This is an optimization exercise on Yosys and OpenROAD, whose aim is small area, a short achievable clock period and few clock cycles per item, not a production implementation. The RTL was checked by simulation tests, not by an equivalence proof against the original design.

## flow/design.v (module list and top-level ports; edited modules follow where they fit)
// module yrc_yuv_px: 620 lines
// module yrc_chroma: 790 lines
// module yrc_gray_px: 374 lines
// module yrc_pix2x2: 77 lines
module yrc_pix2x2 (
    input  wire        clk,
    input  wire        rst,         
    input  wire        in_valid,
    output wire        in_ready,
    input  wire [31:0] in_y,        
    input  wire [7:0]  in_v,
    input  wire [7:0]  in_u,
    output reg         out_valid,
    input  wire        out_ready,
    output reg  [95:0] out_rgb,     
    output reg  [31:0] out_gray     
);
  // ...
==> flow/flow/run.sh <==
#!/bin/bash
# Standard layout with two changes:
#  - between synthesis and floorplan, flow/invpush.py removes inverters around
#    full-adder cells in the synthesized netlist (a full adder is self-dual),
#    keeping every register as synthesized;
#  - the port buffers that global placement inserts are buf_2 cells.
set -euo pipefail
R=orfs/results/${FLOW_PLATFORM}/yrc_pix2x2/base
bash standard.sh synth > synth.log 2>&1
cp $R/1_2_yosys.v $R/1_2_yosys_std.v
python3 flow/invpush.py $R/1_2_yosys_std.v $R/1_2_yosys.v > invpush.log 2>&1
# rebuild the synthesis database from the edited netlist, then lay it out
rm -f $R/1_synth.odb $R/1_synth.sdc
bash standard.sh finish "BUFFER_PORTS_ARGS=-buffer_cell sky130_fd_sc_hd__buf_2" > layout.log 2>&1
==> flow/flow/invpush.py <==
#!/usr/bin/env python3
"""Remove inverters around full adders in a mapped sky130 netlist.

A full adder is self-dual: FA(~a, ~b, ~c) = (~sum, ~cout). Yosys's full-adder
extraction often leaves inverters between full adders. This script chooses,
for every fa cell, whether it computes its function or its complement so
that as few inverters as possible are needed, then rebuilds the inverters:
one inverter per net whose complement is used. Registers and all other
cells are kept as they are. Usage: invpush.py IN.v OUT.v"""
import re, sys, random

OUTS = {"X", "Y", "Q", "Q_N", "SUM", "COUT", "HI", "LO"}
INV = "sky130_fd_sc_hd__inv_1"
FA = "sky130_fd_sc_hd__fa_1"

src = open(sys.argv[1]).read()
mod = re.search(r"module\s+(\w+)\s*\((.*?)\);(.*?)endmodule", src, re.S)
head_end = mod.start(3)
body = mod.group(3)
cell_re = re.compile(r"\n(\s*)(sky130_fd_sc_hd__\w+)\s+(\S+)\s*\((.*?)\);", re.S)
pin_re = re.compile(r"\.(\w+)\(([^()]*)\)")
cells = []
for m in cell_re.finditer(body):
    pins = [(p, n.strip()) for p, n in pin_re.findall(m.group(4))]
    cells.append([m.group(2), m.group(3), pins])
decl = cell_re.sub("", body)   # wire / input / output declarations

ports = set()
for m in re.finditer(r"^\s*(input|output)\s+(\[[^\]]*\]\s*)?(\w+)\s*;", decl, re.M):
    ports.add(m.group(3))
def is_port(net):
    return net.split("[")[0].strip() in ports or net.startswith("1'")

driver = {}
for i, (ty, nm, pins) in enumerate(cells):
    for p, n in pins:
        if p in OUTS: driver[n] = (i, p)

# inverters we may remove: input and output are internal nets
inv_of = {}   # output net -> input net
for i, (ty, nm, pins) in enumerate(cells):
    if ty.startswith("sky130_fd_sc_hd__inv_") or ty.startswith("sky130_fd_sc_hd__clkinv_"):
        d = dict(pins)
        if not is_port(d["Y"]):
            inv_of[d["Y"]] = d["A"]
def lit(net):
    """(source net, polarity) of a net, looking through removable inverters."""
    pol = 0
    while net in inv_of:
        net = inv_of[net]; pol ^= 1
    return net, pol

removed = set(i for i, (ty, nm, pins) in enumerate(cells)
              if (ty.startswith("sky130_fd_sc_hd__inv_") or ty.startswith("sky130_fd_sc_hd__clkinv_"))
              and dict(pins)["Y"] in inv_of)
fa_idx = [i for i, c in enumerate(cells) if c[0] == FA]
fa_pos = {i: k for k, i in enumerate(fa_idx)}
flip = {i: 0 for i in fa_idx}

# consumers: (cell index or None, pin, source, pol)
cons = []
for i, (ty, nm, pins) in enumerate(cells):
    if i in removed: continue
    for p, n in pins:
        if p in OUTS: continue
        s, pol = lit(n)
        cons.append((i, p, s, pol))
# output ports driven through removable inverters: keep them as loads
port_loads = []
for n in list(inv_of):
    pass
# a net whose source is an fa output is flipped with that fa
def src_flip(s):
    d = driver.get(s)
    if d and d[0] in flip: return flip[d[0]]
    return 0
by_src = {}
for k, (i, p, s, pol) in enumerate(cons):
    by_src.setdefault(s, []).append(k)
def need_inv(k):
    i, p, s, pol = cons[k]
    f = flip.get(i, 0) if cells[i][0] == FA else 0
    return pol ^ src_flip(s) ^ f
# nets that must stay un-inverted as seen by ports: a removable inverter's input
# net that is itself a port output is not an issue; output ports are never
# removable inverter outputs by construction. But a port net driven by a flipped
# fa would change the port's value: forbid flipping fas that drive ports.
fixed = set()
for i in fa_idx:
    for p, n in cells[i][2]:
        if p in OUTS and is_port(n): fixed.add(i)
def cost_src(s):
    return 1 if any(need_inv(k) for k in by_src.get(s, [])) else 0
def fa_nets(i):
    ins = [lit(n)[0] for p, n in cells[i][2] if p not in OUTS]
    outs = [n for p, n in cells[i][2] if p in OUTS]
    return set(ins + outs)
total0 = sum(cost_src(s) for s in by_src)
rng = random.Random(1)
free = [i for i in fa_idx if i not in fixed]
netsof = {i: fa_nets(i) for i in free}
cur = total0; best = cur; best_flip = dict(flip); rounds = 0
T = 0.6
for rounds in range(400):
    rng.shuffle(free)
    for i in free:
        nets = netsof[i]
        before = sum(cost_src(s) for s in nets)
        flip[i] ^= 1
        after = sum(cost_src(s) for s in nets)
        d = after - before
        if d <= 0 or rng.random() < pow(2.718, -d / T):
            cur += d
            if cur < best: best = cur; best_flip = dict(flip)
        else:
            flip[i] ^= 1
    T *= 0.985
flip.update(best_flip)
total1 = sum(cost_src(s) for s in by_src)
sys.stderr.write("inverters: %d removable, before %d, after %d, flipped %d fa, %d rounds\n"
                 % (len(removed), total0, total1, sum(flip.values()), rounds))

def esc(n):
    n = n.strip()
    return n + " " if n.startswith("\\") else n

# rebuild
new_inv = {}
extra_decl = []
def inv_net(s):
    if s not in new_inv:
        nn = "\\invp_%d " % len(new_inv)
        new_inv[s] = nn
        extra_decl.append("  wire %s;" % nn)
    return new_inv[s]
conn = {}
for k, (i, p, s, pol) in enumerate(cons):
    conn[(i, p)] = inv_net(s) if need_inv(k) else s
out = [src[:head_end], decl.rstrip("\n"), "\n".join(extra_decl)]
for i, (ty, nm, pins) in enumerate(cells):
    if i in removed: continue
    ps = ",\n".join("    .%s(%s)" % (p, esc(n if p in OUTS else conn[(i, p)])) for p, n in pins)
    out.append("  %s %s (\n%s\n  );" % (ty, nm, ps))
for s, nn in new_inv.items():
    out.append("  %s \\invp_cell_%s  (\n    .A(%s),\n    .Y(%s)\n  );" % (INV, nn.strip()[6:], esc(s), esc(nn)))
out.append("endmodule\n")
rest = src[mod.end():]
open(sys.argv[2], "w").write("\n".join(out) + rest)
==> flow/standard.sh <==
#!/bin/bash
# synth_recipe.tcl (not shown) runs the flow's synth.tcl, then flattens the netlist and writes it again
# the make line also repeats each setting of config.mk as NAME=value (left out here)
make -C /OpenROAD-flow-scripts/flow DESIGN_CONFIG=/design/flow/config.mk WORK_HOME=/design/flow/orfs CLKGATE_MAP_FILE= SYNTH_SCRIPT=/design/flow/synth_recipe.tcl "${@:-finish}"
==> flow/config.mk <==
export PLATFORM = sky130hd
export DESIGN_NAME = yrc_pix2x2
export DESIGN_NICKNAME = yrc_pix2x2
export VERILOG_FILES = /design/flow/design.v
export SDC_FILE = /design/flow/constraint.sdc
export NUM_CORES = 4
export LEC_CHECK = 0
export CAP_MARGIN = 20
export CORE_MARGIN = 2
export CORE_UTILIZATION = 40
export SLEW_MARGIN = 20
==> flow/constraint.sdc <==
create_clock -name core_clock -period 22.0 [get_ports {clk}]
set_input_delay 4.4000 -clock core_clock [delete_from_list [all_inputs] [get_ports {clk}]]
set_output_delay 4.4000 -clock core_clock [all_outputs]
set_load 0.01 [all_outputs]
==> metrics.md, run 1 <==
| Metric | Value |
|---|---|
| Vias per inst | 5.16 |
| CTS tree | done |
| Clock Skews | 23.7 ps |
| Pre-CTS WS | 14280 ps |
| CTS resizes | 0 |
| Status | timing/DRC/antenna clean |
| Crit path top cell by count | fa_1 |
| Design Area, Final | 0.0462 mm2 |
| Mapped cell area | 0.0420 mm2 |
| Inst Count DP | 5046 |
| Tmin final | 7750 ps |
| Dpl hpwl | 87600 um |
| Met3 Use GR | 2.39% |
| # Post-CTS Setup Buffers | 0 |
| Die area | 0.108 mm2 |
| Met2 wire len | 48700 um |
| Final setup vio count | 0 |
| Largest register by flop count | s2 |
| H-tree depth | 2 |
| Die Height | 328 um |
| Multi-input combinational area share | 65.2% |
| Slew @ Worst Pin | 1040 ps |
| Final Net Count | 5087 |
| Top Usage Layer GRT | met2 |
| Number of remaining DRC errors | 0 |
| Worst r2r src | s1[33] |
| Largest class | multi-input combinational cells |
| Gr ovfl total | 0 |
| Comb_multi_in | 2663 |
| Non-clock buffer area fraction after layout | 2.34% |
| Final period util | 35.2% |
Testbench counts, summed over its fixed seeds: cycles 8,012, items 8,000.
==> module yrc_chroma, before the edit <==
module yrc_chroma (
    input  wire [7:0]  v,
    input  wire [7:0]  u,
    output wire [17:0] cr,
    output wire [28:0] cg,
    output wire [18:0] cb
);
    wire [7:0] nv = ~v;
    wire [7:0] nu = ~u;
    wire c0 = ~nv[7];
    wire c1 = ~v[6];
    wire c2 = ~nv[7];
    wire c3 = ~(nv[5] ^ v[2]);
    wire c4 = nv[5] | v[2];
    wire c5 = ~(nv[6] ^ v[3]);
    wire c6 = nv[6] | v[3];
    wire c7 = nv[7] ^ v[4];
    wire c8 = nv[7] & v[4];
    wire c9 = ~(v[5] ^ v[3]);
    wire c10 = v[5] | v[3];
    wire c11 = ~(v[6] ^ v[4]);
    wire c12 = v[6] | v[4];
    wire c13 = v[7] ^ v[5];
    wire c14 = v[7] & v[5];
    wire c15 = ~v[6];
    wire c16 = ~(v[7] ^ v[4]);
    wire c17 = v[7] | v[4];
    wire c18 = ~v[5];
    wire c19 = ~(v[6] ^ nv[2]);
    wire c20 = v[6] | nv[2];
    wire c21 = v[7] ^ nv[3];
    wire c22 = v[7] & nv[3];
    wire c23 = ~(nv[4] ^ v[2]);
    wire c24 = nv[4] | v[2];
    wire c25 = nv[5] ^ v[3];
    wire c26 = nv[5] & v[3];
    wire c27 = ~(~nv[6] ^ v[4] ^ nv[2]);
    wire c28 = ~((~nv[6] & ~v[4]) | (~nv[6] & ~nv[2]) | (~v[4] & ~nv[2]));
    wire c29 = ~(~v[5] ^ nv[3] ^ v[1]);
    wire c30 = ~((~v[5] & ~nv[3]) | (~v[5] & ~v[1]) | (~nv[3] & ~v[1]));
    wire c31 = ~(~nv[7] ^ nv[4] ^ v[2]);
    wire c32 = ~((~nv[7] & ~nv[4]) | (~nv[7] & ~v[2]) | (~nv[4] & ~v[2]));
    wire c33 = ~(~v[6] ^ v[7] ^ nv[5]);
    wire c34 = ~((~v[6] & ~v[7]) | (~v[6] & ~nv[5]) | (~v[7] & ~nv[5]));
    wire c35 = ~nv[6];
    wire c36 = ~nv[3];
    wire c37 = nv[4] ^ nv[1];
    wire c38 = nv[4] & nv[1];
    wire c39 = nv[5] ^ nv[2];
    wire c40 = nv[5] & nv[2];
    wire c41 = ~(~nv[6] ^ nv[3] ^ v[0]);
    wire c42 = ~((~nv[6] & ~nv[3]) | (~nv[6] & ~v[0]) | (~nv[3] & ~v[0]));
    wire c43 = ~(~nv[4] ^ v[1] ^ c2);
    wire c44 = ~((~nv[4] & ~v[1]) | (~nv[4] & ~c2) | (~v[1] & ~c2));
    wire c45 = ~(~nv[7] ^ v[0] ^ c3);
    wire c46 = ~((~nv[7] & ~v[0]) | (~nv[7] & ~c3) | (~v[0] & ~c3));
    wire c47 = ~(~c4 ^ v[1] ^ c5);
    wire c48 = ~((~c4 & ~v[1]) | (~c4 & ~c5) | (~v[1] & ~c5));
    wire c49 = ~(~c6 ^ v[2] ^ c7);
    wire c50 = ~((~c6 & ~v[2]) | (~c6 & ~c7) | (~v[2] & ~c7));
    wire c51 = ~(~c8 ^ v[0] ^ c9);
    wire c52 = ~((~c8 & ~v[0]) | (~c8 & ~c9) | (~v[0] & ~c9));
    wire c53 = ~(~c10 ^ v[1] ^ c11);
    wire c54 = ~((~c10 & ~v[1]) | (~c10 & ~c11) | (~v[1] & ~c11));
    wire c55 = ~(~c12 ^ v[2] ^ c13);
    wire c56 = ~((~c12 & ~v[2]) | (~c12 & ~c13) | (~v[2] & ~c13));
    wire c57 = ~(~c14 ^ v[3] ^ c15);
    wire c58 = ~((~c14 & ~v[3]) | (~c14 & ~c15) | (~v[3] & ~c15));
    wire c59 = ~(~v[6] ^ nv[0] ^ c16);
    wire c60 = ~((~v[6] & ~nv[0]) | (~v[6] & ~c16) | (~nv[0] & ~c16));
    wire c61 = ~(~c17 ^ nv[1] ^ c18);
    wire c62 = ~((~c17 & ~nv[1]) | (~c17 & ~c18) | (~nv[1] & ~c18));
    wire c63 = ~(~v[5] ^ v[0] ^ c19);
    wire c64 = ~((~v[5] & ~v[0]) | (~v[5] & ~c19) | (~v[0] & ~c19));
    wire c65 = ~(~c20 ^ v[1] ^ c21);
    wire c66 = ~((~c20 & ~v[1]) | (~c20 & ~c21) | (~v[1] & ~c21));
    wire c67 = ~(~c22 ^ nv[0] ^ c23);
    wire c68 = ~((~c22 & ~nv[0]) | (~c22 & ~c23) | (~nv[0] & ~c23));
    wire c69 = ~(~c24 ^ nv[1] ^ c25);
    wire c70 = ~((~c24 & ~nv[1]) | (~c24 & ~c25) | (~nv[1] & ~c25));
    wire c71 = ~(~c26 ^ v[0] ^ c27);
    wire c72 = ~((~c26 & ~v[0]) | (~c26 & ~c27) | (~v[0] & ~c27));
    wire c73 = ~(~c28 ^ c0 ^ c29);
    wire c74 = ~((~c28 & ~c0) | (~c28 & ~c29) | (~c0 & ~c29));
    wire c75 = ~(~c30 ^ c1 ^ c31);
    wire c76 = ~((~c30 & ~c1) | (~c30 & ~c31) | (~c1 & ~c31));
    wire c77 = ~(~c32 ^ v[3] ^ c33);
    wire c78 = ~((~c32 & ~v[3]) | (~c32 & ~c33) | (~v[3] & ~c33));
    wire c79 = ~(~c34 ^ v[4] ^ c35);
    wire c80 = ~((~c34 & ~v[4]) | (~c34 & ~c35) | (~v[4] & ~c35));
    wire c81 = ~(~nv[6] ^ nv[7] ^ v[5]);
    wire c82 = ~((~nv[6] & ~nv[7]) | (~nv[6] & ~v[5]) | (~nv[7] & ~v[5]));
    wire c83 = ~v[6];
    wire c84 = ~nv[0];
    wire c85 = nv[0] ^ c36;
    wire c86 = nv[0] & c36;
    wire c87 = nv[3] ^ c37;
    wire c88 = nv[3] & c37;
    wire c89 = c38 ^ c39;
    wire c90 = c38 & c39;
    wire c91 = c40 ^ c41;
    wire c92 = c40 & c41;
    wire c93 = c42 ^ c43;
    wire c94 = c42 & c43;
    wire c95 = c44 ^ c45;
    wire c96 = c44 & c45;
    wire c97 = c46 ^ c47;
    wire c98 = c46 & c47;
    wire c99 = c48 ^ c49;
    wire c100 = c48 & c49;
    wire c101 = c50 ^ c51;
    wire c102 = c50 & c51;
    wire c103 = c52 ^ c53;
    wire c104 = c52 & c53;
    wire c105 = c54 ^ c55;
    wire c106 = c54 & c55;
    wire c107 = c56 ^ c57;
    wire c108 = c56 & c57;
    wire c109 = c58 ^ c59;
    wire c110 = c58 & c59;
    wire c111 = c60 ^ c61;
    wire c112 = c60 & c61;
    wire c113 = c62 ^ c63;
    wire c114 = c62 & c63;
    wire c115 = c64 ^ c65;
    wire c116 = c64 & c65;
    wire c117 = c66 ^ c67;
    wire c118 = c66 & c67;
    wire c119 = c68 ^ c69;
    wire c120 = c68 & c69;
    wire c121 = c70 ^ c71;
    wire c122 = c70 & c71;
    wire c123 = c72 ^ c73;
    wire c124 = c72 & c73;
    wire c125 = c74 ^ c75;
    wire c126 = c74 & c75;
    wire c127 = c76 ^ c77;
    wire c128 = c76 & c77;
    wire c129 = c78 ^ c79;
    wire c130 = c78 & c79;
    wire c131 = c80 ^ c81;
    wire c132 = c80 & c81;
    wire c133 = c82 ^ c83;
    wire c134 = c82 & c83;
    wire c135 = v[6] ^ v[7];
    wire c136 = v[6] & v[7];
    wire c137 = nv[1] & nv[0];
    wire c138 = nv[1] & c84;
    wire c139 = c85 & nv[2];
    wire c140 = c90 | (c89 & c88);
    wire c141 = c89 & c87;
    wire c142 = c94 | (c93 & c92);
    wire c143 = c93 & c91;
    wire c144 = c98 | (c97 & c96);
    wire c145 = c97 & c95;
    wire c146 = c102 | (c101 & c100);
    wire c147 = c101 & c99;
    wire c148 = c106 | (c105 & c104);
    wire c149 = c105 & c103;
    wire c150 = c110 | (c109 & c108);
    wire c151 = c109 & c107;
    wire c152 = c114 | (c113 & c112);
    wire c153 = c113 & c111;
    wire c154 = c118 | (c117 & c116);
    wire c155 = c117 & c115;
    wire c156 = c122 | (c121 & c120);
    wire c157 = c121 & c119;
    wire c158 = c126 | (c125 & c124);
    wire c159 = c125 & c123;
    wire c160 = c130 | (c129 & c128);
    wire c161 = c129 & c127;
    wire c162 = c134 | (c133 & c132);
    wire c163 = c133 & c131;
    wire c164 = c86 | (c139 & c137);
    wire c165 = c139 & c138;
    wire c166 = c142 | (c143 & c140);
    wire c167 = c143 & c141;
    wire c168 = c146 | (c147 & c144);
    wire c169 = c147 & c145;
    wire c170 = c150 | (c151 & c148);
    wire c171 = c151 & c149;
    wire c172 = c154 | (c155 & c152);
    wire c173 = c155 & c153;
    wire c174 = c158 | (c159 & c156);
    wire c175 = c159 & c157;
    wire c176 = c162 | (c163 & c160);
    wire c177 = c163 & c161;
    wire c178 = c166 | (c167 & c164);
    wire c179 = c167 & c165;
    wire c180 = c170 | (c171 & c168);
    wire c181 = c171 & c169;
    wire c182 = c174 | (c175 & c172);
    wire c183 = c175 & c173;
    wire c184 = c180 | (c181 & c178);
    wire c185 = c181 & c179;
    wire c186 = c182 | (c183 & c184);
    wire c187 = c183 & c185;
    wire c188 = c168 | (c169 & c178);
    wire c189 = c169 & c179;
    wire c190 = c172 | (c173 & c184);
    wire c191 = c173 & c185;
    wire c192 = c176 | (c177 & c186);
    wire c193 = c177 & c187;
    wire c194 = c140 | (c141 & c164);
    wire c195 = c141 & c165;
    wire c196 = c144 | (c145 & c178);
    wire c197 = c145 & c179;
    wire c198 = c148 | (c149 & c188);
    wire c199 = c149 & c189;
    wire c200 = c152 | (c153 & c184);
    wire c201 = c153 & c185;
    wire c202 = c156 | (c157 & c190);
    wire c203 = c157 & c191;
    wire c204 = c160 | (c161 & c186);
    wire c205 = c161 & c187;
    wire c206 = nv[2] & c137;
    wire c207 = nv[2] & c138;
    wire c208 = c88 | (c87 & c164);
    wire c209 = c87 & c165;
    wire c210 = c92 | (c91 & c194);
    wire c211 = c91 & c195;
    wire c212 = c96 | (c95 & c178);
    wire c213 = c95 & c179;
    wire c214 = c100 | (c99 & c196);
    wire c215 = c99 & c197;
    wire c216 = c104 | (c103 & c188);
    wire c217 = c103 & c189;
    wire c218 = c108 | (c107 & c198);
    wire c219 = c107 & c199;
    wire c220 = c112 | (c111 & c184);
    wire c221 = c111 & c185;
    wire c222 = c116 | (c115 & c200);
    wire c223 = c115 & c201;
    wire c224 = c120 | (c119 & c190);
    wire c225 = c119 & c191;
    wire c226 = c124 | (c123 & c202);
    wire c227 = c123 & c203;
    wire c228 = c128 | (c127 & c186);
    wire c229 = c127 & c187;
    wire c230 = c132 | (c131 & c204);
    wire c231 = c131 & c205;
    wire c232 = c136 | (c135 & c192);
    wire c233 = c135 & c193;
    wire c234 = c101 ^ c214;
    wire c235 = c103 ^ c188;
    wire c236 = c105 ^ c216;
    wire c237 = c107 ^ c198;
    wire c238 = c109 ^ c218;
    wire c239 = c111 ^ c184;
    wire c240 = c113 ^ c220;
    wire c241 = c115 ^ c200;
    wire c242 = c117 ^ c222;
    wire c243 = c119 ^ c190;
    wire c244 = c121 ^ c224;
    wire c245 = c123 ^ c202;
    wire c246 = c125 ^ c226;
    wire c247 = c127 ^ c186;
    wire c248 = c129 ^ c228;
    wire c249 = c131 ^ c204;
    wire c250 = c133 ^ c230;
    wire c251 = c135 ^ c192;
    wire c252 = ~u[5];
    wire c253 = u[6] ^ nu[4];
    wire c254 = u[6] & nu[4];
    wire c255 = ~(u[7] ^ nu[5]);
    wire c256 = u[7] | nu[5];
    wire c257 = ~(nu[6] ^ nu[3]);
    wire c258 = nu[6] | nu[3];
    wire c259 = nu[7] ^ nu[4];
    wire c260 = nu[7] & nu[4];
    wire c261 = ~(nu[5] ^ u[2]);
    wire c262 = nu[5] | u[2];
    wire c263 = ~(nu[6] ^ u[3]);
    wire c264 = nu[6] | u[3];
    wire c265 = nu[7] ^ u[4];
    wire c266 = nu[7] & u[4];
    wire c267 = ~(u[5] ^ u[3]);
    wire c268 = u[5] | u[3];
    wire c269 = ~(u[6] ^ u[4]);
    wire c270 = u[6] | u[4];
    wire c271 = u[7] ^ u[5];
    wire c272 = u[7] & u[5];
    wire c273 = ~u[6];
    wire c274 = ~u[2];
    wire c275 = u[3] ^ nu[1];
    wire c276 = u[3] & nu[1];
    wire c277 = u[4] ^ nu[2];
    wire c278 = u[4] & nu[2];
    wire c279 = ~(~nu[3] ^ nu[0] ^ c252);
    wire c280 = ~((~nu[3] & ~nu[0]) | (~nu[3] & ~c252) | (~nu[0] & ~c252));
    wire c281 = ~(~u[5] ^ nu[1] ^ c253);
    wire c282 = ~((~u[5] & ~nu[1]) | (~u[5] & ~c253) | (~nu[1] & ~c253));
    wire c283 = ~(~c254 ^ nu[2] ^ c255);
    wire c284 = ~((~c254 & ~nu[2]) | (~c254 & ~c255) | (~nu[2] & ~c255));
    wire c285 = ~(~c256 ^ u[0] ^ c257);
    wire c286 = ~((~c256 & ~u[0]) | (~c256 & ~c257) | (~u[0] & ~c257));
    wire c287 = ~(~c258 ^ u[1] ^ c259);
    wire c288 = ~((~c258 & ~u[1]) | (~c258 & ~c259) | (~u[1] & ~c259));
    wire c289 = ~(~c260 ^ u[0] ^ c261);
    wire c290 = ~((~c260 & ~u[0]) | (~c260 & ~c261) | (~u[0] & ~c261));
    wire c291 = ~(~c262 ^ u[1] ^ c263);
    wire c292 = ~((~c262 & ~u[1]) | (~c262 & ~c263) | (~u[1] & ~c263));
    wire c293 = ~(~c264 ^ u[2] ^ c265);
    wire c294 = ~((~c264 & ~u[2]) | (~c264 & ~c265) | (~u[2] & ~c265));
    wire c295 = ~(~c266 ^ u[0] ^ c267);
    wire c296 = ~((~c266 & ~u[0]) | (~c266 & ~c267) | (~u[0] & ~c267));
    wire c297 = ~(~c268 ^ u[1] ^ c269);
    wire c298 = ~((~c268 & ~u[1]) | (~c268 & ~c269) | (~u[1] & ~c269));
    wire c299 = ~(~c270 ^ u[2] ^ c271);
    wire c300 = ~((~c270 & ~u[2]) | (~c270 & ~c271) | (~u[2] & ~c271));
    wire c301 = ~(~c272 ^ u[3] ^ c273);
    wire c302 = ~((~c272 & ~u[3]) | (~c272 & ~c273) | (~u[3] & ~c273));
    wire c303 = ~(~u[6] ^ u[7] ^ u[4]);
    wire c304 = ~((~u[6] & ~u[7]) | (~u[6] & ~u[4]) | (~u[7] & ~u[4]));
    wire c305 = ~u[7];
    wire c306 = ~u[1];
    wire c307 = ~u[2];
    wire c308 = ~u[3];
    wire c309 = ~u[4];
    wire c310 = ~u[5];
    wire c311 = ~u[6];
    wire c312 = nu[0] ^ c274;
    wire c313 = nu[0] & c274;
    wire c314 = u[2] ^ c275;
    wire c315 = u[2] & c275;
    wire c316 = c276 ^ c277;
    wire c317 = c276 & c277;
    wire c318 = c278 ^ c279;
    wire c319 = c278 & c279;
    wire c320 = c280 ^ c281;
    wire c321 = c280 & c281;
    wire c322 = c282 ^ c283;
    wire c323 = c282 & c283;
    wire c324 = c284 ^ c285;
    wire c325 = c284 & c285;
    wire c326 = c286 ^ c287;
    wire c327 = c286 & c287;
    wire c328 = c288 ^ c289;
    wire c329 = c288 & c289;
    wire c330 = c290 ^ c291;
    wire c331 = c290 & c291;
    wire c332 = c292 ^ c293;
    wire c333 = c292 & c293;
    wire c334 = c294 ^ c295;
    wire c335 = c294 & c295;
    wire c336 = c296 ^ c297;
    wire c337 = c296 & c297;
    wire c338 = c298 ^ c299;
    wire c339 = c298 & c299;
    wire c340 = c300 ^ c301;
    wire c341 = c300 & c301;
    wire c342 = c302 ^ c303;
    wire c343 = c302 & c303;
    wire c344 = c304 ^ u[5];
    wire c345 = c304 & u[5];
    wire c346 = u[0] ^ c305;
    wire c347 = u[0] & c305;
    wire c348 = u[7] ^ c306;
    wire c349 = u[7] & c306;
    wire c350 = u[1] ^ c307;
    wire c351 = u[1] & c307;
    wire c352 = u[2] ^ c308;
    wire c353 = u[2] & c308;
    wire c354 = u[3] ^ c309;
    wire c355 = u[3] & c309;
    wire c356 = u[4] ^ c310;
    wire c357 = u[4] & c310;
    wire c358 = u[5] ^ c311;
    wire c359 = u[5] & c311;
    wire c360 = u[6] ^ u[7];
    wire c361 = u[6] & u[7];
    wire c362 = c312 & u[1];
    wire c363 = c317 | (c316 & c315);
    wire c364 = c316 & c314;
    wire c365 = c321 | (c320 & c319);
    wire c366 = c320 & c318;
    wire c367 = c325 | (c324 & c323);
    wire c368 = c324 & c322;
    wire c369 = c329 | (c328 & c327);
    wire c370 = c328 & c326;
    wire c371 = c333 | (c332 & c331);
    wire c372 = c332 & c330;
    wire c373 = c337 | (c336 & c335);
    wire c374 = c336 & c334;
    wire c375 = c341 | (c340 & c339);
    wire c376 = c340 & c338;
    wire c377 = c345 | (c344 & c343);
    wire c378 = c344 & c342;
    wire c379 = c346 & u[6];
    wire c380 = c351 | (c350 & c349);
    wire c381 = c350 & c348;
    wire c382 = c355 | (c354 & c353);
    wire c383 = c354 & c352;
    wire c384 = c359 | (c358 & c357);
    wire c385 = c358 & c356;
    wire c386 = c365 | (c366 & c363);
    wire c387 = c366 & c364;
    wire c388 = c369 | (c370 & c367);
    wire c389 = c370 & c368;
    wire c390 = c373 | (c374 & c371);
    wire c391 = c374 & c372;
    wire c392 = c377 | (c378 & c375);
    wire c393 = c378 & c376;
    wire c394 = c380 | (c381 & c347);
    wire c395 = c381 & c379;
    wire c396 = c384 | (c385 & c382);
    wire c397 = c385 & c383;
    wire c398 = c386 | (c387 & c313);
    wire c399 = c390 | (c391 & c388);
    wire c400 = c391 & c389;
    wire c401 = c394 | (c395 & c392);
    wire c402 = c395 & c393;
    wire c403 = c399 | (c400 & c398);
    wire c404 = c401 | (c402 & c403);
    wire c405 = c388 | (c389 & c398);
    wire c406 = c392 | (c393 & c403);
    wire c407 = c396 | (c397 & c404);
    wire c408 = c363 | (c364 & c313);
    wire c409 = c367 | (c368 & c398);
    wire c410 = c371 | (c372 & c405);
    wire c411 = c375 | (c376 & c403);
    wire c412 = c347 | (c379 & c406);
    wire c413 = c382 | (c383 & c404);
    wire c414 = c361 | (c360 & c407);
    wire c415 = c315 | (c314 & c313);
    wire c416 = c319 | (c318 & c408);
    wire c417 = c323 | (c322 & c398);
    wire c418 = c327 | (c326 & c409);
    wire c419 = c331 | (c330 & c405);
    wire c420 = c335 | (c334 & c410);
    wire c421 = c339 | (c338 & c403);
    wire c422 = c343 | (c342 & c411);
    wire c423 = u[6] & c406;
    wire c424 = c349 | (c348 & c412);
    wire c425 = c353 | (c352 & c404);
    wire c426 = c357 | (c356 & c413);
    wire c427 = c361 | (c360 & c407);
    wire c428 = c328 ^ c418;
    wire c429 = c330 ^ c405;
    wire c430 = c332 ^ c419;
    wire c431 = c334 ^ c410;
    wire c432 = c336 ^ c420;
    wire c433 = c338 ^ c403;
    wire c434 = c340 ^ c421;
    wire c435 = c342 ^ c411;
    wire c436 = c344 ^ c422;
    wire c437 = u[6] ^ c406;
    wire c438 = c346 ^ c423;
    wire c439 = c348 ^ c412;
    wire c440 = c350 ^ c424;
    wire c441 = c352 ^ c404;
    wire c442 = c354 ^ c425;
    wire c443 = c356 ^ c413;
    wire c444 = c358 ^ c426;
    wire c445 = c360 ^ c407;
    wire c446 = ~c427;
    wire c447 = ~nv[4];
    wire c448 = ~(nv[5] ^ v[3]);
    wire c449 = nv[5] | v[3];
    wire c450 = ~nv[6];
    wire c451 = ~v[2];
    wire c452 = v[3] ^ nv[1];
    wire c453 = v[3] & nv[1];
    wire c454 = v[4] ^ nv[2];
    wire c455 = v[4] & nv[2];
    wire c456 = ~(v[5] ^ nv[3]);
    wire c457 = v[5] | nv[3];
    wire c458 = nu[7] ^ nu[4];
    wire c459 = nu[7] & nu[4];
    wire c460 = ~(v[6] ^ nv[4]);
    wire c461 = v[6] | nv[4];
    wire c462 = nu[5] ^ u[1];
    wire c463 = nu[5] & u[1];
    wire c464 = ~(~v[7] ^ nv[5] ^ nv[0]);
    wire c465 = ~((~v[7] & ~nv[5]) | (~v[7] & ~nv[0]) | (~nv[5] & ~nv[0]));
    wire c466 = ~(~nu[6] ^ u[2] ^ nu[0]);
    wire c467 = ~((~nu[6] & ~u[2]) | (~nu[6] & ~nu[0]) | (~u[2] & ~nu[0]));
    wire c468 = ~(nv[6] ^ nv[1]);
    wire c469 = nv[6] | nv[1];
    wire c470 = ~(~nu[7] ^ u[3] ^ nu[1]);
    wire c471 = ~((~nu[7] & ~u[3]) | (~nu[7] & ~nu[1]) | (~u[3] & ~nu[1]));
    wire c472 = ~(~nv[7] ^ nv[2] ^ u[4]);
    wire c473 = ~((~nv[7] & ~nv[2]) | (~nv[7] & ~u[4]) | (~nv[2] & ~u[4]));
    wire c474 = ~nv[3];
    wire c475 = ~nv[4];
    wire c476 = ~(nv[5] ^ u[7]);
    wire c477 = nv[5] | u[7];
    wire c478 = ~nv[6];
    wire c479 = nv[7] ^ nv[0];
    wire c480 = nv[7] & nv[0];
    wire c481 = ~nv[1];
    wire c482 = ~(nv[2] ^ v[0]);
    wire c483 = nv[2] | v[0];
    wire c484 = ~(nv[3] ^ v[1]);
    wire c485 = nv[3] | v[1];
    wire c486 = nu[5] ^ u[2];
    wire c487 = nu[5] & u[2];
    wire c488 = ~(~v[2] ^ nv[0] ^ nu[6]);
    wire c489 = ~((~v[2] & ~nv[0]) | (~v[2] & ~nu[6]) | (~nv[0] & ~nu[6]));
    wire c490 = ~(~u[3] ^ nu[1] ^ c447);
    wire c491 = ~((~u[3] & ~nu[1]) | (~u[3] & ~c447) | (~nu[1] & ~c447));
    wire c492 = ~(~nv[4] ^ nv[1] ^ nu[7]);
    wire c493 = ~((~nv[4] & ~nv[1]) | (~nv[4] & ~nu[7]) | (~nv[1] & ~nu[7]));
    wire c494 = ~(~u[4] ^ nu[2] ^ c448);
    wire c495 = ~((~u[4] & ~nu[2]) | (~u[4] & ~c448) | (~nu[2] & ~c448));
    wire c496 = ~(~c449 ^ v[4] ^ nv[2]);
    wire c497 = ~((~c449 & ~v[4]) | (~c449 & ~nv[2]) | (~v[4] & ~nv[2]));
    wire c498 = ~(~u[5] ^ nu[3] ^ c450);
    wire c499 = ~((~u[5] & ~nu[3]) | (~u[5] & ~c450) | (~nu[3] & ~c450));
    wire c500 = ~(~nv[6] ^ nv[7] ^ v[5]);
    wire c501 = ~((~nv[6] & ~nv[7]) | (~nv[6] & ~v[5]) | (~nv[7] & ~v[5]));
    wire c502 = ~(~nv[3] ^ u[6] ^ nu[4]);
    wire c503 = ~((~nv[3] & ~u[6]) | (~nv[3] & ~nu[4]) | (~u[6] & ~nu[4]));
    wire c504 = ~(~v[6] ^ nv[4] ^ u[7]);
    wire c505 = ~((~v[6] & ~nv[4]) | (~v[6] & ~u[7]) | (~nv[4] & ~u[7]));
    wire c506 = ~v[1];
    wire c507 = ~(~nv[0] ^ nu[4] ^ nu[1]);
    wire c508 = ~((~nv[0] & ~nu[4]) | (~nv[0] & ~nu[1]) | (~nu[4] & ~nu[1]));
    wire c509 = ~(~v[2] ^ nu[5] ^ nu[2]);
    wire c510 = ~((~v[2] & ~nu[5]) | (~v[2] & ~nu[2]) | (~nu[5] & ~nu[2]));
    wire c511 = ~(~c453 ^ nu[6] ^ nu[3]);
    wire c512 = ~((~c453 & ~nu[6]) | (~c453 & ~nu[3]) | (~nu[6] & ~nu[3]));
    wire c513 = ~(~c455 ^ u[0] ^ c456);
    wire c514 = ~((~c455 & ~u[0]) | (~c455 & ~c456) | (~u[0] & ~c456));
    wire c515 = ~(~c457 ^ c459 ^ c460);
    wire c516 = ~((~c457 & ~c459) | (~c457 & ~c460) | (~c459 & ~c460));
    wire c517 = ~(~c461 ^ c463 ^ c464);
    wire c518 = ~((~c461 & ~c463) | (~c461 & ~c464) | (~c463 & ~c464));
    wire c519 = ~(~c465 ^ c467 ^ c468);
    wire c520 = ~((~c465 & ~c467) | (~c465 & ~c468) | (~c467 & ~c468));
    wire c521 = ~(~c469 ^ c471 ^ nu[2]);
    wire c522 = ~((~c469 & ~c471) | (~c469 & ~nu[2]) | (~c471 & ~nu[2]));
    wire c523 = ~(~c473 ^ u[5] ^ nu[3]);
    wire c524 = ~((~c473 & ~u[5]) | (~c473 & ~nu[3]) | (~u[5] & ~nu[3]));
    wire c525 = ~(~nv[3] ^ u[6] ^ nu[4]);
    wire c526 = ~((~nv[3] & ~u[6]) | (~nv[3] & ~nu[4]) | (~u[6] & ~nu[4]));
    wire c527 = ~(~nv[4] ^ nu[5] ^ nu[0]);
    wire c528 = ~((~nv[4] & ~nu[5]) | (~nv[4] & ~nu[0]) | (~nu[5] & ~nu[0]));
    wire c529 = ~(~c477 ^ nu[6] ^ nu[1]);
    wire c530 = ~((~c477 & ~nu[6]) | (~c477 & ~nu[1]) | (~nu[6] & ~nu[1]));
    wire c531 = ~(~nv[6] ^ nu[7] ^ nu[2]);
    wire c532 = ~((~nv[6] & ~nu[7]) | (~nv[6] & ~nu[2]) | (~nu[7] & ~nu[2]));
    wire c533 = ~(~c480 ^ nu[3] ^ u[0]);
    wire c534 = ~((~c480 & ~nu[3]) | (~c480 & ~u[0]) | (~nu[3] & ~u[0]));
    wire c535 = ~(~nv[1] ^ nu[4] ^ u[1]);
    wire c536 = ~((~nv[1] & ~nu[4]) | (~nv[1] & ~u[1]) | (~nu[4] & ~u[1]));
    wire c537 = ~(~c483 ^ nu[0] ^ c484);
    wire c538 = ~((~c483 & ~nu[0]) | (~c483 & ~c484) | (~nu[0] & ~c484));
    wire c539 = ~(~c485 ^ c487 ^ c488);
    wire c540 = ~((~c485 & ~c487) | (~c485 & ~c488) | (~c487 & ~c488));
    wire c541 = ~(~c489 ^ c491 ^ c492);
    wire c542 = ~((~c489 & ~c491) | (~c489 & ~c492) | (~c491 & ~c492));
    wire c543 = ~(~c493 ^ c495 ^ c496);
    wire c544 = ~((~c493 & ~c495) | (~c493 & ~c496) | (~c495 & ~c496));
    wire c545 = ~(~c497 ^ c499 ^ c500);
    wire c546 = ~((~c497 & ~c499) | (~c497 & ~c500) | (~c499 & ~c500));
    wire c547 = ~(~c501 ^ c503 ^ nu[5]);
    wire c548 = ~((~c501 & ~c503) | (~c501 & ~nu[5]) | (~c503 & ~nu[5]));
    wire c549 = ~(~c505 ^ v[7] ^ nv[5]);
    wire c550 = ~((~c505 & ~v[7]) | (~c505 & ~nv[5]) | (~v[7] & ~nv[5]));
    wire c551 = nu[3] ^ nu[0];
    wire c552 = nu[3] & nu[0];
    wire c553 = ~(~v[1] ^ c451 ^ c507);
    wire c554 = ~((~v[1] & ~c451) | (~v[1] & ~c507) | (~c451 & ~c507));
    wire c555 = ~(~c508 ^ c452 ^ c509);
    wire c556 = ~((~c508 & ~c452) | (~c508 & ~c509) | (~c452 & ~c509));
    wire c557 = ~(~c510 ^ c454 ^ c511);
    wire c558 = ~((~c510 & ~c454) | (~c510 & ~c511) | (~c454 & ~c511));
    wire c559 = ~(~c512 ^ c458 ^ c513);
    wire c560 = ~((~c512 & ~c458) | (~c512 & ~c513) | (~c458 & ~c513));
    wire c561 = ~(~c514 ^ c462 ^ c515);
    wire c562 = ~((~c514 & ~c462) | (~c514 & ~c515) | (~c462 & ~c515));
    wire c563 = ~(~c516 ^ c466 ^ c517);
    wire c564 = ~((~c516 & ~c466) | (~c516 & ~c517) | (~c466 & ~c517));
    wire c565 = ~(~c518 ^ c470 ^ c519);
    wire c566 = ~((~c518 & ~c470) | (~c518 & ~c519) | (~c470 & ~c519));
    wire c567 = ~(~c520 ^ c472 ^ c521);
    wire c568 = ~((~c520 & ~c472) | (~c520 & ~c521) | (~c472 & ~c521));
    wire c569 = ~(~c522 ^ c474 ^ c523);
    wire c570 = ~((~c522 & ~c474) | (~c522 & ~c523) | (~c474 & ~c523));
    wire c571 = ~(~c524 ^ c475 ^ c525);
    wire c572 = ~((~c524 & ~c475) | (~c524 & ~c525) | (~c475 & ~c525));
    wire c573 = ~(~c526 ^ c476 ^ c527);
    wire c574 = ~((~c526 & ~c476) | (~c526 & ~c527) | (~c476 & ~c527));
    wire c575 = ~(~c528 ^ c478 ^ c529);
    wire c576 = ~((~c528 & ~c478) | (~c528 & ~c529) | (~c478 & ~c529));
    wire c577 = ~(~c530 ^ c479 ^ c531);
    wire c578 = ~((~c530 & ~c479) | (~c530 & ~c531) | (~c479 & ~c531));
    wire c579 = ~(~c532 ^ c481 ^ c533);
    wire c580 = ~((~c532 & ~c481) | (~c532 & ~c533) | (~c481 & ~c533));
    wire c581 = ~(~c534 ^ c482 ^ c535);
    wire c582 = ~((~c534 & ~c482) | (~c534 & ~c535) | (~c482 & ~c535));
    wire c583 = ~(~c536 ^ c486 ^ c537);
    wire c584 = ~((~c536 & ~c486) | (~c536 & ~c537) | (~c486 & ~c537));
    wire c585 = ~(~c538 ^ c490 ^ c539);
    wire c586 = ~((~c538 & ~c490) | (~c538 & ~c539) | (~c490 & ~c539));
    wire c587 = ~(~c540 ^ c494 ^ c541);
    wire c588 = ~((~c540 & ~c494) | (~c540 & ~c541) | (~c494 & ~c541));
    wire c589 = ~(~c542 ^ c498 ^ c543);
    wire c590 = ~((~c542 & ~c498) | (~c542 & ~c543) | (~c498 & ~c543));
    wire c591 = ~(~c544 ^ c502 ^ c545);
    wire c592 = ~((~c544 & ~c502) | (~c544 & ~c545) | (~c502 & ~c545));
    wire c593 = ~(~c546 ^ c504 ^ c547);
    wire c594 = ~((~c546 & ~c504) | (~c546 & ~c547) | (~c504 & ~c547));
    wire c595 = ~(~c548 ^ nu[6] ^ c549);
    wire c596 = ~((~c548 & ~nu[6]) | (~c548 & ~c549) | (~nu[6] & ~c549));
    wire c597 = ~(~c550 ^ nv[6] ^ nu[7]);
    wire c598 = ~((~c550 & ~nv[6]) | (~c550 & ~nu[7]) | (~nv[6] & ~nu[7]));
    wire c599 = ~nu[0];
    wire c600 = v[0] ^ nu[2];
    wire c601 = v[0] & nu[2];
    wire c602 = c506 ^ c551;
    wire c603 = c506 & c551;
    wire c604 = c552 ^ c553;
    wire c605 = c552 & c553;
    wire c606 = c554 ^ c555;
    wire c607 = c554 & c555;
    wire c608 = c556 ^ c557;
    wire c609 = c556 & c557;
    wire c610 = c558 ^ c559;
    wire c611 = c558 & c559;
    wire c612 = c560 ^ c561;
    wire c613 = c560 & c561;
    wire c614 = c562 ^ c563;
    wire c615 = c562 & c563;
    wire c616 = c564 ^ c565;
    wire c617 = c564 & c565;
    wire c618 = c566 ^ c567;
    wire c619 = c566 & c567;
    wire c620 = c568 ^ c569;
    wire c621 = c568 & c569;
    wire c622 = c570 ^ c571;
    wire c623 = c570 & c571;
    wire c624 = c572 ^ c573;
    wire c625 = c572 & c573;
    wire c626 = c574 ^ c575;
    wire c627 = c574 & c575;
    wire c628 = c576 ^ c577;
    wire c629 = c576 & c577;
    wire c630 = c578 ^ c579;
    wire c631 = c578 & c579;
    wire c632 = c580 ^ c581;
    wire c633 = c580 & c581;
    wire c634 = c582 ^ c583;
    wire c635 = c582 & c583;
    wire c636 = c584 ^ c585;
    wire c637 = c584 & c585;
    wire c638 = c586 ^ c587;
    wire c639 = c586 & c587;
    wire c640 = c588 ^ c589;
    wire c641 = c588 & c589;
    wire c642 = c590 ^ c591;
    wire c643 = c590 & c591;
    wire c644 = c592 ^ c593;
    wire c645 = c592 & c593;
    wire c646 = c594 ^ c595;
    wire c647 = c594 & c595;
    wire c648 = c596 ^ c597;
    wire c649 = c596 & c597;
    wire c650 = c598 ^ nv[7];
    wire c651 = c598 & nv[7];
    wire c652 = nu[1] & nu[0];
    wire c653 = nu[1] & c599;
    wire c654 = c603 | (c602 & c601);
    wire c655 = c602 & c600;
    wire c656 = c607 | (c606 & c605);
    wire c657 = c606 & c604;
    wire c658 = c611 | (c610 & c609);
    wire c659 = c610 & c608;
    wire c660 = c615 | (c614 & c613);
    wire c661 = c614 & c612;
    wire c662 = c619 | (c618 & c617);
    wire c663 = c618 & c616;
    wire c664 = c623 | (c622 & c621);
    wire c665 = c622 & c620;
    wire c666 = c627 | (c626 & c625);
    wire c667 = c626 & c624;
    wire c668 = c631 | (c630 & c629);
    wire c669 = c630 & c628;
    wire c670 = c635 | (c634 & c633);
    wire c671 = c634 & c632;
    wire c672 = c639 | (c638 & c637);
    wire c673 = c638 & c636;
    wire c674 = c643 | (c642 & c641);
    wire c675 = c642 & c640;
    wire c676 = c647 | (c646 & c645);
    wire c677 = c646 & c644;
    wire c678 = c651 | (c650 & c649);
    wire c679 = c650 & c648;
    wire c680 = c654 | (c655 & c652);
    wire c681 = c655 & c653;
    wire c682 = c658 | (c659 & c656);
    wire c683 = c659 & c657;
    wire c684 = c662 | (c663 & c660);
    wire c685 = c663 & c661;
    wire c686 = c666 | (c667 & c664);
    wire c687 = c667 & c665;
    wire c688 = c670 | (c671 & c668);
    wire c689 = c671 & c669;
    wire c690 = c674 | (c675 & c672);
    wire c691 = c675 & c673;
    wire c692 = c678 | (c679 & c676);
    wire c693 = c679 & c677;
    wire c694 = c682 | (c683 & c680);
    wire c695 = c683 & c681;
    wire c696 = c686 | (c687 & c684);
    wire c697 = c687 & c685;
    wire c698 = c690 | (c691 & c688);
    wire c699 = c691 & c689;
    wire c700 = c696 | (c697 & c694);
    wire c701 = c697 & c695;
    wire c702 = c698 | (c699 & c700);
    wire c703 = c699 & c701;
    wire c704 = c684 | (c685 & c694);
    wire c705 = c685 & c695;
    wire c706 = c688 | (c689 & c700);
    wire c707 = c689 & c701;
    wire c708 = c692 | (c693 & c702);
    wire c709 = c693 & c703;
    wire c710 = c656 | (c657 & c680);
    wire c711 = c657 & c681;
    wire c712 = c660 | (c661 & c694);
    wire c713 = c661 & c695;
    wire c714 = c664 | (c665 & c704);
    wire c715 = c665 & c705;
    wire c716 = c668 | (c669 & c700);
    wire c717 = c669 & c701;
    wire c718 = c672 | (c673 & c706);
    wire c719 = c673 & c707;
    wire c720 = c676 | (c677 & c702);
    wire c721 = c677 & c703;
    wire c722 = c601 | (c600 & c652);
    wire c723 = c600 & c653;
    wire c724 = c605 | (c604 & c680);
    wire c725 = c604 & c681;
    wire c726 = c609 | (c608 & c710);
    wire c727 = c608 & c711;
    wire c728 = c613 | (c612 & c694);
    wire c729 = c612 & c695;
    wire c730 = c617 | (c616 & c712);
    wire c731 = c616 & c713;
    wire c732 = c621 | (c620 & c704);
    wire c733 = c620 & c705;
    wire c734 = c625 | (c624 & c714);
    wire c735 = c624 & c715;
    wire c736 = c629 | (c628 & c700);
    wire c737 = c628 & c701;
    wire c738 = c633 | (c632 & c716);
    wire c739 = c632 & c717;
    wire c740 = c637 | (c636 & c706);
    wire c741 = c636 & c707;
    wire c742 = c641 | (c640 & c718);
    wire c743 = c640 & c719;
    wire c744 = c645 | (c644 & c702);
    wire c745 = c644 & c703;
    wire c746 = c649 | (c648 & c720);
    wire c747 = c648 & c721;
    wire c748 = nu[1] ^ nu[0];
    wire c749 = c600 ^ c652;
    wire c750 = c602 ^ c722;
    wire c751 = c604 ^ c680;
    wire c752 = c606 ^ c724;
    wire c753 = c608 ^ c710;
    wire c754 = c610 ^ c726;
    wire c755 = c612 ^ c694;
    wire c756 = c614 ^ c728;
    wire c757 = c616 ^ c712;
    wire c758 = c618 ^ c730;
    wire c759 = c620 ^ c704;
    wire c760 = c622 ^ c732;
    wire c761 = c624 ^ c714;
    wire c762 = c626 ^ c734;
    wire c763 = c628 ^ c700;
    wire c764 = c630 ^ c736;
    wire c765 = c632 ^ c716;
    wire c766 = c634 ^ c738;
    wire c767 = c636 ^ c706;
    wire c768 = c638 ^ c740;
    wire c769 = c640 ^ c718;
    wire c770 = c642 ^ c742;
    wire c771 = c644 ^ c702;
    wire c772 = c646 ^ c744;
    wire c773 = c648 ^ c720;
    wire c774 = c650 ^ c746;
    wire c775 = ~c708;
    wire c776 = ~c708;
    assign cr = {c251, c250, c249, c248, c247, c246, c245, c244, c243, c242, c241, c240, c239, c238, c237, c236, c235, c234};
    assign cb = {c446, c445, c444, c443, c442, c441, c440, c439, c438, c437, c436, c435, c434, c433, c432, c431, c430, c429, c428};
    assign cg = {c776, c775, c774, c773, c772, c771, c770, c769, c768, c767, c766, c765, c764, c763, c762, c761, c760, c759, c758, c757, c756, c755, c754, c753, c752, c751, c750, c749, c748};
endmodule
==> module yrc_pix2x2, before the edit <==
module yrc_pix2x2 (
    input  wire        clk,
    input  wire        rst,         
    input  wire        in_valid,
    output wire        in_ready,
    input  wire [31:0] in_y,        
    input  wire [7:0]  in_v,
    input  wire [7:0]  in_u,
    output reg         out_valid,
    input  wire        out_ready,
    output reg  [95:0] out_rgb,     
    output reg  [31:0] out_gray     
);
    wire adv = !out_valid || out_ready;
    reg        sk_valid;
    reg [47:0] sk;
    reg        s1_valid, s2_valid;
    reg [47:0] s1;
    reg [127:0] s2;    
    assign in_ready = !sk_valid;
    wire in_fire = in_valid && !sk_valid;
    always @(posedge clk) begin
        if (rst) begin
            sk_valid  <= 1'b0;
            s1_valid  <= 1'b0;
            s2_valid  <= 1'b0;
            out_valid <= 1'b0;
        end else begin
            if (adv) begin
                sk_valid  <= 1'b0;
                s1_valid  <= sk_valid || in_fire;
                s2_valid  <= s1_valid;
                out_valid <= s2_valid;
            end else if (in_fire) begin
                sk_valid  <= 1'b1;
            end
        end
    end
    always @(posedge clk) begin
        if (!sk_valid) sk <= {in_u, in_v, in_y};
    end
    wire [7:0]  y_v = s1[39:32];
    wire [7:0]  y_u = s1[47:40];
    wire [17:0] cr;
    wire [28:0] cg;
    wire [18:0] cb;
    yrc_chroma u_chroma (.v(y_v), .u(y_u), .cr(cr), .cg(cg), .cb(cb));
    wire [127:0] sums;
    wire [95:0]  rgb;
    wire [31:0]  gray;
    wire [47:0] blk = sk_valid ? sk : {in_u, in_v, in_y};
    wire [31:0] yl;
    genvar k;
    generate
        for (k = 0; k < 4; k = k + 1) begin : px
            assign yl[8*k +: 8] = (blk[8*k+4 +: 4] == 4'd0) ? 8'd0
                                : {blk[8*k+4 +: 4] - 4'd1, blk[8*k +: 4]};
            yrc_yuv_px u_yuv (
                .yl(s1[8*k +: 8]), .cr(cr), .cg(cg), .cb(cb),
                .rs(sums[32*k +: 11]), .gs(sums[32*k+11 +: 10]), .bs(sums[32*k+21 +: 11])
            );
            yrc_gray_px u_gray (
                .rs(s2[32*k +: 11]), .gs(s2[32*k+11 +: 10]), .bs(s2[32*k+21 +: 11]),
                .r(rgb[24*k +: 8]), .g(rgb[24*k+8 +: 8]), .b(rgb[24*k+16 +: 8]),
                .gray(gray[8*k +: 8])
            );
        end
    endgenerate
    always @(posedge clk) begin
        if (adv) begin
            s1       <= {blk[47:32], yl};
            s2       <= sums;
            out_rgb  <= rgb;
            out_gray <= gray;
        end
    end
endmodule
==> run 2, diff against run 1 <==
--- a/flow/design.v
+++ b/flow/design.v
@@ -621,12 +621,12 @@
 module yrc_chroma (
     input  wire [7:0]  v,
     input  wire [7:0]  u,
+    input  wire [7:0]  nv,    
+    input  wire [7:0]  nu,    
     output wire [17:0] cr,
     output wire [28:0] cg,
     output wire [18:0] cb
 );
-    wire [7:0] nv = ~v;
-    wire [7:0] nu = ~u;
     wire c0 = ~nv[7];
     wire c1 = ~v[6];
     wire c2 = ~nv[7];
@@ -1799,7 +1799,7 @@
     reg        sk_valid;
     reg [47:0] sk;
     reg        s1_valid, s2_valid;
-    reg [47:0] s1;
+    reg [63:0] s1;
     reg [127:0] s2;    
     assign in_ready = !sk_valid;
     wire in_fire = in_valid && !sk_valid;
@@ -1828,7 +1828,7 @@
     wire [17:0] cr;
     wire [28:0] cg;
     wire [18:0] cb;
-    yrc_chroma u_chroma (.v(y_v), .u(y_u), .cr(cr), .cg(cg), .cb(cb));
+    yrc_chroma u_chroma (.v(y_v), .u(y_u), .nv(s1[55:48]), .nu(s1[63:56]), .cr(cr), .cg(cg), .cb(cb));
     wire [127:0] sums;
     wire [95:0]  rgb;
     wire [31:0]  gray;
@@ -1852,7 +1852,7 @@
     endgenerate
     always @(posedge clk) begin
         if (adv) begin
-            s1       <= {blk[47:32], yl};
+            s1       <= {~blk[47:32], blk[47:32], yl};
             s2       <= sums;
             out_rgb  <= rgb;
             out_gray <= gray;
==> metrics.md, run 2 <==
| Metric | Value |
|---|---|
| Die Height | 329 um (was 328 um) |
| Slew @ Worst Pin | 1090 ps (was 1040 ps) |
| GRT Util Overall | 20.2% (was 19.9%) |
| Area of the core | 0.105 mm2 (was 0.104 mm2) |
| WP data arrival | 7940 ps (was 8120 ps) |
| Most common cell after layout, fill and taps aside | ha_1 (unchanged) |
| Critical Path Start Type | flip-flop (unchanged) |
| RSZ-0062 raised after global routing | false (unchanged) |
| Die area | 0.108 mm2 (about the same) |
| Worst hold stages | 2 (unchanged) |
| WL final | 106000 um (was 104000 um) |
| CTS resizes | 0 (unchanged) |
| Final period util | 34.3% (was 35.2%) |
| IO Port Bufs | 181 (unchanged) |
| Fin. Hold Viols | 0 (unchanged) |
| Max reg flops | 128 (unchanged) |
| Initial antenna violation count | 1 (was 0) |
| Max Transition Viols Final | 0 (unchanged) |
| Largest net degree at the start of global routing | 172 (was 166) |
| CTS Buf Count | 46 (was 45) |
| Vias in the first global route | 27500 (was 28100) |
| Detailed-route wire length per cell | 20.9 um (was 20.3 um) |
| DR pass1 iterations | 5 (unchanged) |
| Final setup vio count | 0 (unchanged) |
| Final Net Count | 5057 (was 5087) |
| Worst hold path type | reg -> reg (unchanged) |
| CP Class | reg -> reg (unchanged) |
| Mapped cell area | 0.0422 mm2 (was 0.0420 mm2) |
| Via count | 26000 (was 26400) |
| Vias per inst | 5.10 (was 5.16) |
| Peak Freq | 132 MHz (was 129 MHz) |
| Max_cap viols | 0 (unchanged) |
| Sinks on Clock Net | 372 (was 356) |
| First-pass GRT wire length | 165000 um (was 164000 um) |
| Width of the die | 329 um (was 328 um) |
| I/O pin cnt | 182 (unchanged) |
| Max Buffers Root-to-Sink | 3 (unchanged) |
| Number of diodes | 0 (unchanged) |
| Cts hold-fix bufs | 0 (unchanged) |
| Status | timing/DRC/antenna clean (unchanged) |
| Setup ws final | 14440 ps (was 14250 ps) |
| Max_slew headroom | 26.9% (was 30.2%) |
| H-tree depth | 2 (unchanged) |
| Row count | 119 (was 118) |
| Initial Util | 40.2% (was 40.5%) |
| Number of remaining DRC errors | 0 (unchanged) |
| Gr ovfl total | 0 (unchanged) |
| Root Buffer | clkbuf_16 (unchanged) |
| Syn_nets | 4827 (was 4856) |
| Largest regs | s2 x128, out_rgb x96, s1 x64 (was s2 x128, out_rgb x96) |
| Pre-CTS WS | 14500 ps (was 14280 ps) |
| RePlAce Congestion | 0.928 (about the same) |
| WP data required | 22390 ps (was 22370 ps) |
| TNS Setup | 0 ps (unchanged) |
| Tmin final | 7560 ps (was 7750 ps) |
| Largest register by flop count | s2 (unchanged) |
| Area growth syn-to-layout | 10.1% (was 9.99%) |
| Commonest non-fill, non-tap cells in the layout | ha_1, fa_1, inv_1 (unchanged) |
| FF-to-FF path depth | 26 (unchanged) |
| Post-DRT Antenna Nets | 0 (unchanged) |
| Clock Skews | 40.1 ps (was 23.7 ps) |
| Ys Warns | 1 (unchanged) |
| Dpl hpwl | 89100 um (was 87600 um) |
| Critical-path maximum fanout | 7 (was 12) |
| Cells after synthesis | 3445 (was 3482) |
| CTS tree | done (unchanged) |
| Avg Inst Size Synth | 12.2 um2 (was 12.1 um2) |
| Clock transition at path regs | 60 ps (about the same) |
| Drt initial violations | 1415 (was 1348) |
| # Post-CTS Setup Buffers | 0 (unchanged) |
| Setup crit end kind | flip-flop (unchanged) |
| Share of cells above drive strength 1 | 11.8% (was 11.9%) |
| Worst skew pair latency | 640 ps (was 620 ps) |
## run 2: path summary, 6_finish.rpt
check / slack, ps / to / startpoint
max: 14440 / s2[19] / s1[52]
min: 470 / out_valid / s2_valid
max reg2reg: 14440 / s2[19] / s1[52]
min reg2reg: 470 / out_valid / s2_valid
## run 2: worst max-delay path, stage by stage, from the launching register on
cell and delay (ps):
edfxtp_1 640, inv_1 290, ha_1 350, inv_1 50
fa_1 390, fa_1 490, ha_1 380, a21o_1 190
a21oi_1 190, nand2_1 90, a41oi_2 180, o21ai_2 130
a21o_2 220, a21o_1 180, fa_1 370, xnor2_1 420
inv_1 210, ha_1 250, a2111oi_0 390, o211ai_1 160
o32a_1 380, a21o_1 230, a21o_1 220, a211oi_1 220
nor3_1 120, fa_1 390, xor2_1 160
## run 2: final cells by class
class / instances / area, um2
Multi-Input combinational cell: 2579 / 29700
Clock buffer: 56 / 1230
Timing Repair Buffer: 202 / 1080
Tap cell: 1391 / 1740
Inverter: 474 / 1780
Clock inverter: 27 / 292
Fill cell: 9646 / 58500
Sequential cell: 372 / 10700
## run 2: per-layer routing
metal  vias up  global-route usage, %  part of all wire [%]
met1     13100                   28.6                    46
met3       128                   2.91                   4.4
li1      12200                      -                     -
met2       536                   32.7                    47
met5         -                      0                 0.012
met4         2                   5.04                   2.5
## run 2: per-stage QoR
stage	area, um2	hold slack, ps	util (%)	cells
final	46500	466	44.3	5101
after global routing	46500	475	44.3	5101
after detailed placement	45000	452	42.8	5018
after CTS	46500	467	44.3	5101
after floorplan	42200	426	-	3445
after global placement	45000	458	42.8	5018
Testbench counts of run 2, summed over its fixed seeds: cycles 8,012, items 8,000.
==> run 3, diff against run 2 <==
==> flow/flow/run.sh (replaced) <==
#!/bin/bash
# Standard layout with two changes:
#  - between synthesis and floorplan, flow/invpush.py removes inverters around
#    full-adder cells in the synthesized netlist (a full adder is self-dual),
#    keeping every register as synthesized;
#  - the port buffers that global placement inserts are buf_2 cells;
#  - timing repair aims at 15 ns of setup slack (the clock stays 22 ns), so
#    that it sizes the critical paths for a shorter achieved period.
set -euo pipefail
R=orfs/results/${FLOW_PLATFORM}/yrc_pix2x2/base
bash standard.sh synth > synth.log 2>&1
cp $R/1_2_yosys.v $R/1_2_yosys_std.v
python3 flow/invpush.py $R/1_2_yosys_std.v $R/1_2_yosys.v > invpush.log 2>&1
# rebuild the synthesis database from the edited netlist, then lay it out
rm -f $R/1_synth.odb $R/1_synth.sdc
bash standard.sh finish "BUFFER_PORTS_ARGS=-buffer_cell sky130_fd_sc_hd__buf_2" SETUP_SLACK_MARGIN=15 > layout.log 2>&1
==> metrics.md, run 3 <==
| Metric | Value |
|---|---|
| Status | timing/DRC/antenna clean (unchanged) |
| Avg Inst Size Synth | 12.2 um2 (unchanged) |
| Cts hold-fix bufs | 0 (unchanged) |
| Share of cells above drive strength 1 | 14.6% (was 11.8%) |
| Cell Area, Placed | 0.0450 mm2 (unchanged) |
| CP Class | reg -> reg (unchanged) |
| DR pass1 iterations | 5 (unchanged) |
| Drt initial violations | 1345 (was 1415) |
| CTS Buf Count | 45 (was 46) |
| Setup slack, reg-to-reg | 15130 ps (was 14440 ps) |
| Setup crit end kind | flip-flop (unchanged) |
| Max Transition Viols Final | 0 (unchanged) |
| Tmin final | 6870 ps (was 7560 ps) |
| Clock Skews | 36.4 ps (was 40.1 ps) |
| Max_slew headroom | 32.1% (was 26.9%) |
| Slew @ Worst Pin | 1010 ps (was 1090 ps) |
| Inst Count DP | 5018 (unchanged) |
| Crit. path cell count | 26 (unchanged) |
| Final core occ | 44.9% (was 44.3%) |
| Peak Freq | 146 MHz (was 132 MHz) |
| Cells after synthesis | 3445 (unchanged) |
| GRT Util Overall | 20.2% (about the same) |
| Number of remaining DRC errors | 0 (unchanged) |
| Pre-CTS WS | 14550 ps (was 14500 ps) |
| Commonest non-fill, non-tap cells in the layout | ha_1, fa_1, inv_1 (unchanged) |
| Post-DRT Antenna Nets | 0 (unchanged) |
| Mapped cell area | 0.0422 mm2 (unchanged) |
| WP data arrival | 7250 ps (was 7940 ps) |
| Root Buffer | clkbuf_16 (unchanged) |
| Area growth syn-to-layout | 11.7% (was 10.1%) |
| Worst hold path type | reg -> reg (unchanged) |
| Die area | 0.108 mm2 (unchanged) |
| Worst Setup EP | s2[83] (was s2[19]) |
| Largest register by flop count | s2 (unchanged) |
| Max Buffers Root-to-Sink | 3 (unchanged) |
| Clock transition at path regs | 60 ps (about the same) |
| Die Height | 329 um (unchanged) |
| Detailed-route wire length per cell | 20.6 um (was 20.9 um) |
| Largest net degree at the start of global routing | 140 (was 172) |
| Final std cells w/o fill | 5163 (was 5101) |
| Critical Path Start Type | flip-flop (unchanged) |
| Via count | 26400 (was 26000) |
| First-pass GRT wire length | 166000 um (was 165000 um) |
| RePlAce Congestion | 0.942 (was 0.928) |
| Hold Slack | 458 ps (was 466 ps) |
| Syn_nets | 4827 (unchanged) |
| Worst reg2reg endpoint | s2[83] (was s2[19]) |
| Setup ws final | 15130 ps (was 14440 ps) |
| Fin. Hold Viols | 0 (unchanged) |
| CP bufs+invs | 0 (was 3) |
| Initial antenna violation count | 0 (was 1) |
| Worst path slowest cell | fa_2 (was edfxtp_1) |
| IO Port Bufs | 181 (unchanged) |
| WL final | 106000 um (about the same) |
| Worst skew pair latency | 630 ps (was 640 ps) |
| TNS Setup | 0 ps (unchanged) |
| Design Area, Final | 0.0471 mm2 (was 0.0465 mm2) |
| Sinks on Clock Net | 372 (unchanged) |
| Worst r2r src | s1[48] (was s1[52]) |
| Width of the die | 329 um (unchanged) |
| Worst setup path startpoint | s1[48] (was s1[52]) |
| CTS tree | done (unchanged) |
| Critical-path maximum fanout | 4 (was 7) |
| Final period util | 31.2% (was 34.3%) |
| Number of diodes | 0 (unchanged) |
| Ys Warns | 1 (unchanged) |
| Gr ovfl total | 0 (unchanged) |
| Max incr delay on CP | 630 ps (was 640 ps) |
| Cell family with most CP delay | adder cells (was compound AO/OA/AOI/OAI gates) |
| Final setup vio count | 0 (unchanged) |
| H-tree depth | 2 (unchanged) |
| Largest regs | s2 x128, out_rgb x96, s1 x64 (unchanged) |
| FF-to-FF path depth | 26 (unchanged) |
| Max_cap viols | 0 (unchanged) |
| Final Net Count | 5121 (was 5057) |
| RSZ-0062 raised after global routing | true (was false) |
| Max reg flops | 128 (unchanged) |
| I/O pin cnt | 182 (unchanged) |
| Vias per inst | 5.12 (was 5.10) |
| Most common cell after layout, fill and taps aside | ha_1 (unchanged) |
| Dpl hpwl | 88500 um (was 89100 um) |
| Row count | 119 (unchanged) |
| WP data required | 22380 ps (was 22390 ps) |
| Vias in the first global route | 27700 (was 27500) |
| Area of the core | 0.105 mm2 (unchanged) |
| Initial Util | 40.2% (unchanged) |
-- run 3: layout make-up --
class,instances,area (um2)
fillers,9696,57800
multi-input cells,2579,29900
flip-flops and latches,372,10700
inverters,474,1800
well taps,1391,1740
repair buffers,267,1560
clock buffers,54,1210
clock inverters,26,240
-- run 3: timing repair --
action,in CTS,in global routing
buffers inserted,32,33
pin swaps,2,21
setup endpoints to repair,29,56
resized for setup,6,55
-- run 3: how the worst min path moves through the flow --
stage | startpoint | endpoint | slack [ps] | cells after the start
5_1_grt | sk[18] | sk[18] | 490 | 1
4_1_cts | s2_valid | out_valid | 460 | 2
3_3_place_gp | s2_valid | out_valid | 460 | 2
6_report | s2_valid | out_valid | 460 | 2
3_5_place_dp | s2_valid | out_valid | 450 | 2
2_1_floorplan | s2_valid | out_valid | 430 | 2
-- run 3: routing by layer --
layer	vias to the layer above	part of all wire, %	wire length [um]	global-route usage, %
met1	13400	46	48900	28.4
met2	566	47	49800	32.7
met4	0	2.4	2550	4.85
met5	-	0	0	0
li1	12400	-	-	-
met3	116	4.7	4990	3.19
-- run 3: worst reg2reg max path: stages, from the launching register on --
cell      delay [ps]
edfxtp_1         500
fa_2             580
fa_1             430
ha_1             320
and3_1           170
a221o_2          410
o31a_4           330
nand4_1          100
nand2_1           60
a21o_1           200
a21o_1           180
a21o_1           200
fa_2             630
ha_1             270
a21oi_2          120
nor2b_1           50
o21ai_1          140
nand3_1          110
o211ai_1         330
o21ai_1          150
maj3_1           390
a21oi_2          180
nor2b_1           60
o21ai_1          110
nand2b_1          80
fa_1             370
xor2_1           160

## separate check: timing with driven ports
In the flow no input, the clock included, has a driving cell. The finished layouts below were timed again as built, in two steps. Step 1 sets driving cells, clkbuf_16 on the clock port and buf_2 on the other inputs (assumed; they add their load-dependent delay and slew). Step 2 adds t to the input delays and takes it off the output delays; t is the mean of the earliest and latest rising clock arrival at the registers after step 1. Input paths then give back, and output paths get back, about the clock's delay inside the block. Three values: no drivers, after step 1, after step 2; two values: the first two.
run	t, ns	slack for setup (ns)	worst hold slack (ns)	slew at the worst register clock pin (ns)	worst data-port slew with drivers (ns)
run 1	0.669	14.249 / 14.249 / 14.249	0.457 / 0.457 / 0.457	0.06 / 0.06	0.04
run 2	0.683	14.445 / 14.445 / 14.445	0.466 / 0.466 / 0.466	0.07 / 0.07	0.05
run 3	0.684	15.129 / 15.129 / 14.989	0.458 / 0.458 / 0.458	0.06 / 0.06	0.04
After both steps every run listed still meets setup and hold. For run 3, which loses most, drivers alone change the setup slack by 0.000 ns; drivers and shift together by -0.140 ns.
